Source: an optimization exercise on an open RTL-to-GDS flow (aim: small area). Production flows keep margins and buffers that such runs may drop. RTL that was checked went through simulation tests only; none was proved equivalent to the original. No activity file was given, so power comes from the tool's default toggle rates.

==> run Z <==
## sp8_core
module sp8_core (
    input  wire        clk,
    input  wire        rst,
    output reg  [15:0] bus_addr,
    output wire [7:0]  bus_wdata,
    output wire        mem_we,
    output wire        disp_we,
    output wire        io_we,
    input  wire [7:0]  mem_rdata,
    output wire        retire,
    output reg  [2:0]  cost,
    output wire        halted,
    output wire        faulted,
    output wire [7:0]  fault_op,
    output wire [15:0] pc,
    output wire [7:0]  sp,
    output wire [7:0]  a,
    output wire [7:0]  x,
    output wire [7:0]  y,
    output wire [7:0]  p
);
clock: 5.0 ns
lec_check: 0
cap_margin: 20
core_margin: 2
core_utilization: 40
place_density: 0.6
slew_margin: 20
standard.sh (not shown) runs the stock make flow with config.mk's settings and CLKGATE_MAP_FILE= SYNTH_SCRIPT=/design/flow/synth_recipe.tcl, a recipe that flattens the netlist after the stock synthesis.
==> flow/flow/run.sh <==
#!/bin/bash
# Own layout flow: the standard layout (standard.sh) with two changes:
#  - synthesis maps the logic with an area-oriented ABC script (flow/abc_area.script),
#  - the port buffers that placement inserts on every input and output are buf_1 cells.
# Everything else (floorplan, power grid, taps, placement, CTS, routing) is the standard flow.
set -euo pipefail
here=$(pwd)
sed "s#SYNTH_SCRIPT=[^ ]*#SYNTH_SCRIPT=$here/flow/my_synth.tcl#" standard.sh > my_standard.sh
grep -q "SYNTH_SCRIPT=$here/flow/my_synth.tcl" my_standard.sh
export MY_ABC_SCRIPT=$here/flow/abc_area.script
export BUFFER_PORTS_ARGS="-buffer_cell sky130_fd_sc_hd__buf_1"
export SKIP_REPAIR_TIE_FANOUT=1
export CTS_ARGS="-sink_clustering_enable -repair_clock_nets -dont_use_dummy_load"
bash my_standard.sh > "$here/flow_make.log" 2>&1 || { tail -50 "$here/flow_make.log"; exit 1; }
tail -5 "$here/flow_make.log"
==> flow/flow/abc_area.script <==
strash
dch
amap
topo
==> flow/flow/my_synth.tcl <==
# The standard flow's synthesis (synth_recipe.tcl) with one change: ABC maps the logic with
# the area-oriented script in flow/abc_area.script instead of ORFS's speed script.
proc synth {args} { yosys synth -nofsm -noshare {*}$args }
proc abc {args} {
  set i [lsearch -exact $args -script]
  if { $i >= 0 } { lset args [expr { $i + 1 }] $::env(MY_ABC_SCRIPT) }
  yosys abc {*}$args
}
source $::env(SCRIPTS_DIR)/synth.tcl
# left out here: clear keep_hierarchy, flatten, clean up, hide names made inside functions, write 1_2_yosys.v
==> run G: changes against run Z <==
==> flow/design.v (replaced) <==
module sp8_core (
    input  wire        clk,
    input  wire        rst,
    output reg  [15:0] bus_addr,
    output wire [7:0]  bus_wdata,
    output wire        mem_we,
    output wire        disp_we,
    output wire        io_we,
    input  wire [7:0]  mem_rdata,
    output wire        retire,
    output reg  [2:0]  cost,
    output wire        halted,
    output wire        faulted,
    output wire [7:0]  fault_op,
    output wire [15:0] pc,
    output wire [7:0]  sp,
    output wire [7:0]  a,
    output wire [7:0]  x,
    output wire [7:0]  y,
    output wire [7:0]  p
);
    localparam [4:0] S_V0  = 5'b00_000, S_V   = 5'b00_001,
                     S_ST2 = 5'b00_010, S_ST3 = 5'b00_011,
                     S_SH1 = 5'b00_100, S_SH  = 5'b00_101,
                     S_SF1 = 5'b00_110, S_SF  = 5'b00_111,
                     S_DSTA = 5'b01_000, S_DSEC = 5'b01_001, S_DNONE = 5'b01_010,
                     S_STZ = 5'b10_000, S_LDZ = 5'b10_001, S_BNE = 5'b10_010, S_INC = 5'b10_011,
                     S_LDI = 5'b10_100, S_ADC = 5'b10_101, S_CMP = 5'b10_110, S_SBC = 5'b10_111;
    reg [2:0]  ph;
    reg [4:0]  st;
    reg        rp;
    reg [7:0]  t, ar;
    reg [15:0] pcr;
    reg        cp;
    reg        fc, fz, fv, fn;
    wire [1:0] q  = ph[1:0];
    wire       q0 = (q == 2'd0);
    wire       q3 = (q == 2'd3);
    wire       p0 = (ph == 3'd0);
    wire       p7 = (ph == 3'd7);
    wire g0 = (st[4:3] == 2'b00);
    wire g2 = (st[4:3] == 2'b10);
    wire g3 = (st[4:3] == 2'b11);
    assign sp = 8'hFF;
    assign x  = 8'h00;
    assign y  = 8'h00;
    assign p  = {fn, fv, 1'b1, 1'b0, 1'b0, 1'b0, fz, fc};
    assign a  = ar;
    assign pc = pcr;
    wire ds = st[3];                                 
    assign retire   = p0 && ((ds && st != S_DNONE) || (g0 && st[2] && !st[0]));
    assign halted   = g0 && st[2] && !st[1];
    assign faulted  = g0 && st[2] && st[1];
    assign fault_op = t;
    always @(*) begin
        if (!st[4]) cost = st[0] ? 3'd2 : 3'd4;      
        else case (st[2:0])
            3'b000, 3'b001: cost = 3'd3;
            3'b010:         cost = fz ? 3'd2 : 3'd3;
            3'b011:         cost = 3'd5;
            default:        cost = 3'd2;
        endcase
    end
    wire d_alu = (t[3:0] == 4'h9) && !t[4] &&
                 ((t[7] & t[6]) | (t[7] & t[5]) | (t[6] & t[5]));    
    wire d_zp5 = (t[3:0] == 4'h5) && t[7] && !t[6] && !t[4];         
    wire d_two = d_alu || d_zp5 || (t == 8'hE6) || (t == 8'hD0);
    wire d_sec = (t == 8'h38);
    wire [2:0] d_c = {t[3], t[6] & (t[7] | !t[3]), t[5] & (t[6] | !t[3])};
    wire [4:0] dnx = d_two ? {2'b10, d_c} : (t == 8'h8D) ? S_ST2 : d_sec ? S_DSEC :
                     (t == 8'hFF) ? S_SH1 : S_SF1;
    reg [1:0] sb;
    always @(*) begin
        case (q)
            2'd0: sb = mem_rdata[1:0];
            2'd1: sb = t[3:2];
            2'd2: sb = t[5:4];
            default: sb = t[7:6];
        endcase
    end
    wire alu_s = g2 && st[2];                        
    wire ldz_s = (st == S_LDZ);
    wire zw    = g2 && !st[2] && st[0];              
    wire win   = (alu_s && !ph[2]) || (zw && ph[2]);         
    wire aw    = (alu_s && !ph[2]) || (ldz_s && ph[2]);      
    wire       ua  = st[0] || st[1];
    wire       inv = st[1];
    wire       cmp = st[1] && !st[0];
    wire       au  = st[2] && ua;
    wire [1:0] ax  = au ? ar[1:0] : 2'b00;
    wire [1:0] bx  = (st[2] && inv) ? ~sb : sb;
    wire       ci  = au && (q0 ? (cmp || fc) : fc);
    wire       s0  = ax[0] ^ bx[0] ^ ci;
    wire       c1  = (ax[0] & bx[0]) | (ci & (ax[0] ^ bx[0]));
    wire       s1  = ax[1] ^ bx[1] ^ c1;
    wire       c2  = (ax[1] & bx[1]) | (c1 & (ax[1] ^ bx[1]));
    wire       vl  = (st == S_V);
    wire       tk  = (st == S_BNE) && !fz;
    wire [1:0] pb  = vl ? sb : tk ? (ph[2] ? {t[7], t[7]} : sb) : 2'b00;
    wire       pin = st[4] || st[3] || (st == S_ST2) || (st == S_ST3);
    wire       pci = p0 ? pin : cp;
    wire [1:0] pa  = vl ? 2'b00 : pcr[1:0];
    wire [2:0] psum = {1'b0, pa} + {1'b0, pb} + {2'b00, pci};
    wire [7:0] incv = mem_rdata + 8'd1;
    assign bus_wdata = (st == S_INC) ? incv : ar;
    wire zsel = g2 && !st[2] && !ph[2];              
    wire asel = (st == S_ST3) && !ph[2];             
    wire vsel = (st == S_V0) || (vl && !ph[2]);      
    wire ast  = (st == S_ST3) && p0;
    wire stv  = ast && (mem_rdata[7:4] != 4'h4) && (mem_rdata[7:4] != 4'h5);
    assign mem_we  = ((st == S_STZ) && (ph == 3'd1)) || ((st == S_INC) && (ph == 3'd2)) || stv;
    assign disp_we = ast && (mem_rdata[7:4] == 4'h4);
    assign io_we   = ast && (mem_rdata[7:4] == 4'h5);
    always @(*) begin
        bus_addr = {psum[1:0], pcr[15:2]};           
        if (vsel) bus_addr = {14'h3FFF, 1'b0, vl};
        if (zsel) bus_addr = {8'h00, t};
        if (asel) bus_addr = {mem_rdata, t};
    end
    wire rs = rst || rp;
    wire hold_off = aw && !q3;
    always @(posedge clk) begin
        pcr <= {psum[1:0], pcr[15:2]};
        cp  <= psum[2];
        if (q0 && (!ph[2] || vl || zw)) t <= mem_rdata;
        if (aw) ar <= {cmp ? ar[1:0] : {s1, s0}, ar[7:2]};
        if (rs && !hold_off) begin
            st <= S_V0; ph <= 3'd7; rp <= 1'b0;
            fc <= 1'b0; fz <= 1'b0; fv <= 1'b0; fn <= 1'b0;
        end else begin
            if (rs) rp <= 1'b1;
            ph <= ph + 3'd1;
            if (win) begin
                if (au) fc <= c2;
                if (q3 && alu_s && st[0]) fv <= c1 ^ c2;      
                fz <= (q0 ? 1'b1 : fz) & !s0 & !s1;
                fn <= s1;
            end
            if (p7) begin
                if (ds) begin
                    st <= dnx;
                    if (d_sec) fc <= 1'b1;
                end else if (g2) begin
                    st[3] <= 1'b1;
                end else begin
                    case (st[2:0])
                        3'b000: st <= S_V;
                        3'b001: st <= S_DNONE;
                        3'b010: st <= S_ST3;
                        3'b011: st <= S_DSTA;
                        3'b100: st <= S_SH;
                        3'b110: st <= S_SF;
                        default: ;
                    endcase
                end
            end
        end
    end
endmodule
==> flow/flow/abc_area.script (replaced) <==
strash
&get -n
&deepsyn -J 1000 -T 3000
&put
dch -f
amap
topo
==> run R: changes against run Z <==
==> flow/design.v (replaced) <==
module sp8_core (
    input  wire        clk,
    input  wire        rst,
    output reg  [15:0] bus_addr,
    output wire [7:0]  bus_wdata,
    output wire        mem_we,
    output wire        disp_we,
    output wire        io_we,
    input  wire [7:0]  mem_rdata,
    output wire        retire,
    output reg  [2:0]  cost,
    output wire        halted,
    output wire        faulted,
    output wire [7:0]  fault_op,
    output wire [15:0] pc,
    output wire [7:0]  sp,
    output wire [7:0]  a,
    output wire [7:0]  x,
    output wire [7:0]  y,
    output wire [7:0]  p
);
    localparam [4:0] S_V0  = 5'b00_000, S_V   = 5'b00_001,
                     S_ST2 = 5'b00_010, S_ST3 = 5'b00_011,
                     S_SH1 = 5'b00_100, S_SH  = 5'b00_101,
                     S_SF1 = 5'b00_110, S_SF  = 5'b00_111,
                     S_DSTA = 5'b01_000, S_DSEC = 5'b01_001, S_DNONE = 5'b01_010,
                     S_STZ = 5'b10_000, S_LDZ = 5'b10_001, S_BNE = 5'b10_010, S_INC = 5'b10_011,
                     S_LDI = 5'b10_100, S_ADC = 5'b10_101, S_CMP = 5'b10_110, S_SBC = 5'b10_111;
    reg [2:0]  ph;
    reg [4:0]  st;
    reg        rp;
    reg [7:0]  t, ar;
    reg [15:0] pcr;
    reg        cp;
    reg        fc, fz, fv, fn;
    wire [1:0] q  = ph[1:0];
    wire       q0 = (q == 2'd0);
    wire       q3 = (q == 2'd3);
    wire       p0 = (ph == 3'd0);
    wire       p7 = (ph == 3'd7);
    wire g0 = (st[4:3] == 2'b00);
    wire g2 = (st[4:3] == 2'b10);
    wire g3 = (st[4:3] == 2'b11);
    assign sp = 8'hFF;
    assign x  = 8'h00;
    assign y  = 8'h00;
    assign p  = {fn, fv, 1'b1, 1'b0, 1'b0, 1'b0, fz, fc};
    assign a  = ar;
    assign pc = pcr;
    wire ds = st[3];                                 
    assign retire   = p0 && ((ds && st != S_DNONE) || (g0 && st[2] && !st[0]));
    assign halted   = g0 && st[2] && !st[1];
    assign faulted  = g0 && st[2] && st[1];
    assign fault_op = t;
    always @(*) begin
        if (!st[4]) cost = st[0] ? 3'd2 : 3'd4;      
        else case (st[2:0])
            3'b000, 3'b001: cost = 3'd3;
            3'b010:         cost = fz ? 3'd2 : 3'd3;
            3'b011:         cost = 3'd5;
            default:        cost = 3'd2;
        endcase
    end
    wire d_alu = (t[3:0] == 4'h9) && !t[4] &&
                 ((t[7] & t[6]) | (t[7] & t[5]) | (t[6] & t[5]));    
    wire d_zp5 = (t[3:0] == 4'h5) && t[7] && !t[6] && !t[4];         
    wire d_two = d_alu || d_zp5 || (t == 8'hE6) || (t == 8'hD0);
    wire d_sec = (t == 8'h38);
    wire [2:0] d_c = {t[3], t[6] & (t[7] | !t[3]), t[5] & (t[6] | !t[3])};
    wire [4:0] dnx = d_two ? {2'b10, d_c} : (t == 8'h8D) ? S_ST2 : d_sec ? S_DSEC :
                     (t == 8'hFF) ? S_SH1 : S_SF1;
    reg [1:0] sb;
    always @(*) begin
        case (q)
            2'd0: sb = mem_rdata[1:0];
            2'd1: sb = t[3:2];
            2'd2: sb = t[5:4];
            default: sb = t[7:6];
        endcase
    end
    wire alu_s = g2 && st[2];                        
    wire ldz_s = (st == S_LDZ);
    wire zw    = g2 && !st[2] && st[0];              
    wire win   = (alu_s && !ph[2]) || (zw && ph[2]);         
    wire aw    = (alu_s && !ph[2]) || (ldz_s && ph[2]);      
    wire       ua  = st[0] || st[1];
    wire       inv = st[1];
    wire       cmp = st[1] && !st[0];
    wire [1:0] ax  = (alu_s && ua) ? ar[1:0] : 2'b00;
    wire [1:0] bx  = (alu_s && inv) ? ~sb : sb;
    wire       ci  = alu_s && ua && (q0 ? (cmp || fc) : fc);
    wire       s0  = ax[0] ^ bx[0] ^ ci;
    wire       c1  = (ax[0] & bx[0]) | (ci & (ax[0] ^ bx[0]));
    wire       s1  = ax[1] ^ bx[1] ^ c1;
    wire       c2  = (ax[1] & bx[1]) | (c1 & (ax[1] ^ bx[1]));
    wire       vl  = (st == S_V);
    wire       tk  = (st == S_BNE) && !fz;
    wire [1:0] pb  = vl ? sb : tk ? (ph[2] ? {t[7], t[7]} : sb) : 2'b00;
    wire       pin = st[4] || st[3] || (st == S_ST2) || (st == S_ST3);
    wire       pci = p0 ? pin : cp;
    wire [1:0] pa  = vl ? 2'b00 : pcr[1:0];
    wire [2:0] psum = {1'b0, pa} + {1'b0, pb} + {2'b00, pci};
    wire [7:0] incv = mem_rdata + 8'd1;
    assign bus_wdata = (st == S_INC) ? incv : ar;
    wire zsel = g2 && !st[2] && (st[0] || !st[1]) && !ph[2] && !q0;    
    wire asel = (st == S_ST3) && p0;
    wire stv  = asel && (mem_rdata[7:4] != 4'h4) && (mem_rdata[7:4] != 4'h5);
    assign mem_we  = ((st == S_STZ) && (ph == 3'd1)) || ((st == S_INC) && (ph == 3'd2)) || stv;
    assign disp_we = asel && (mem_rdata[7:4] == 4'h4);
    assign io_we   = asel && (mem_rdata[7:4] == 4'h5);
    always @(*) begin
        bus_addr = {psum[1:0], pcr[15:2]};           
        if (st == S_V0 || (vl && ph == 3'd3)) bus_addr = {14'h3FFF, 1'b0, vl};
        if (zsel) bus_addr = {8'h00, t};
        if (asel) bus_addr = {mem_rdata, t};
    end
    wire rs = rst || rp;
    wire hold_off = aw && !q3;
    always @(posedge clk) begin
        pcr <= {psum[1:0], pcr[15:2]};
        cp  <= psum[2];
        if (q0 && (!ph[2] || vl || zw)) t <= mem_rdata;
        if (aw) ar <= {cmp ? ar[1:0] : {s1, s0}, ar[7:2]};
        if (rs && !hold_off) begin
            st <= S_V0; ph <= 3'd7; rp <= 1'b0;
            fc <= 1'b0; fz <= 1'b0; fv <= 1'b0; fn <= 1'b0;
        end else begin
            if (rs) rp <= 1'b1;
            ph <= ph + 3'd1;
            if (win) begin
                if (ua && alu_s) fc <= c2;
                if (q3 && alu_s && st[0]) fv <= c1 ^ c2;      
                fz <= (q0 ? 1'b1 : fz) & !s0 & !s1;
                fn <= s1;
            end
            if (p7) begin
                if (ds) begin
                    st <= dnx;
                    if (d_sec) fc <= 1'b1;
                end else if (g2) begin
                    st[3] <= 1'b1;
                end else begin
                    case (st[2:0])
                        3'b000: st <= S_V;
                        3'b001: st <= S_DNONE;
                        3'b010: st <= S_ST3;
                        3'b011: st <= S_DSTA;
                        3'b100: st <= S_SH;
                        3'b110: st <= S_SF;
                        default: ;
                    endcase
                end
            end
        end
    end
endmodule
==> flow/flow/abc_area.script (replaced) <==
strash
balance
rewrite
refactor
balance
rewrite
rewrite -z
balance
refactor -z
rewrite -z
balance
balance
rewrite
refactor
balance
rewrite
rewrite -z
balance
refactor -z
rewrite -z
balance
dch -f
amap
topo
==> notes <==
Run G completed with no timing, DRC or antenna violations. Run Z finished with timing, DRC and antenna clean. Run R finished with timing, DRC and antenna clean. Clock skew: run Z is higher than run R (0.0029 ns). Cell count: run G < run R < run Z. The highest sequential share of layout area belongs to run G, the lowest to run Z. Sequential cell count is the same in run G and run R. In run G the worst setup slack is better than in run Z, by 0.081 ns. In critical path depth, run G and run R do not differ. In clock-buffer cell count, run R and run G do not differ.
==> figures <==
metric	run R	run G	run Z
Status	complete, no violations	complete, no violations	complete, no violations
Power after layout	1680 uW	1094 uW	1947 uW
Clock group share of total power	0.122	0.191	0.107
Wire length of the first global-routing pass	10.88 mm	10.83 mm	12.01 mm
Worst hold slack	0.3664 ns	0.3691 ns	0.3586 ns
Combinational power	843 uW	374 uW	1070 uW
Longest individual stage delay on the worst path	0.45 ns	0.54 ns	0.55 ns
Capture point of the worst path	bus_addr[15]	bus_addr[0]	bus_addr[15]
HPWL Detailed	5.459 mm	5.280 mm	6.178 mm
Initial core utilization	0.4148	0.4084	0.4102
Largest fanout on the critical path	7	10	10
Synth Area per Inst	8.205 sq um	8.439 sq um	7.921 sq um
Critical path buffers and inverters	5	6	4
DRT Pass-1 Iters	5	4	4
Max_slew headroom	0.4068	0.3494	0.5217
Ratio of routed vias to standard cells	5.487	5.250	5.451
For run Z, only the layout was checked, not whether the RTL still works.

## re-timing with driven ports
The flow's constraints put no driver on any port. The routed layouts listed below were extracted and timed again, unchanged, in two steps.
Step 1 sets driving cells, clkbuf_16 on the clock port and buf_2 on the other inputs (assumed; they add their load-dependent delay and slew).
Step 2, shift: input delay + t, output delay - t, t = (earliest + latest rising clock arrival at the registers) / 2. This alone moves slack from input paths to output paths.
a / b / c = ideal / step 1 / step 2; a / b = the first two.
run | t (ns) | setup WS [ns] | worst hold slack (ns) | clock arrival spread, ns
run Z | 0.324 | 0.512 / 0.483 / 0.719 | 0.359 / 0.359 / 0.359 | 0.019 / 0.018
run G | 0.324 | 0.593 / 0.565 / 0.671 | 0.369 / 0.369 / 0.369 | 0.008 / 0.008
run R | 0.321 | 0.657 / 0.628 / 0.893 | 0.366 / 0.366 / 0.366 | 0.016 / 0.016
After both steps every run listed still meets setup and hold.
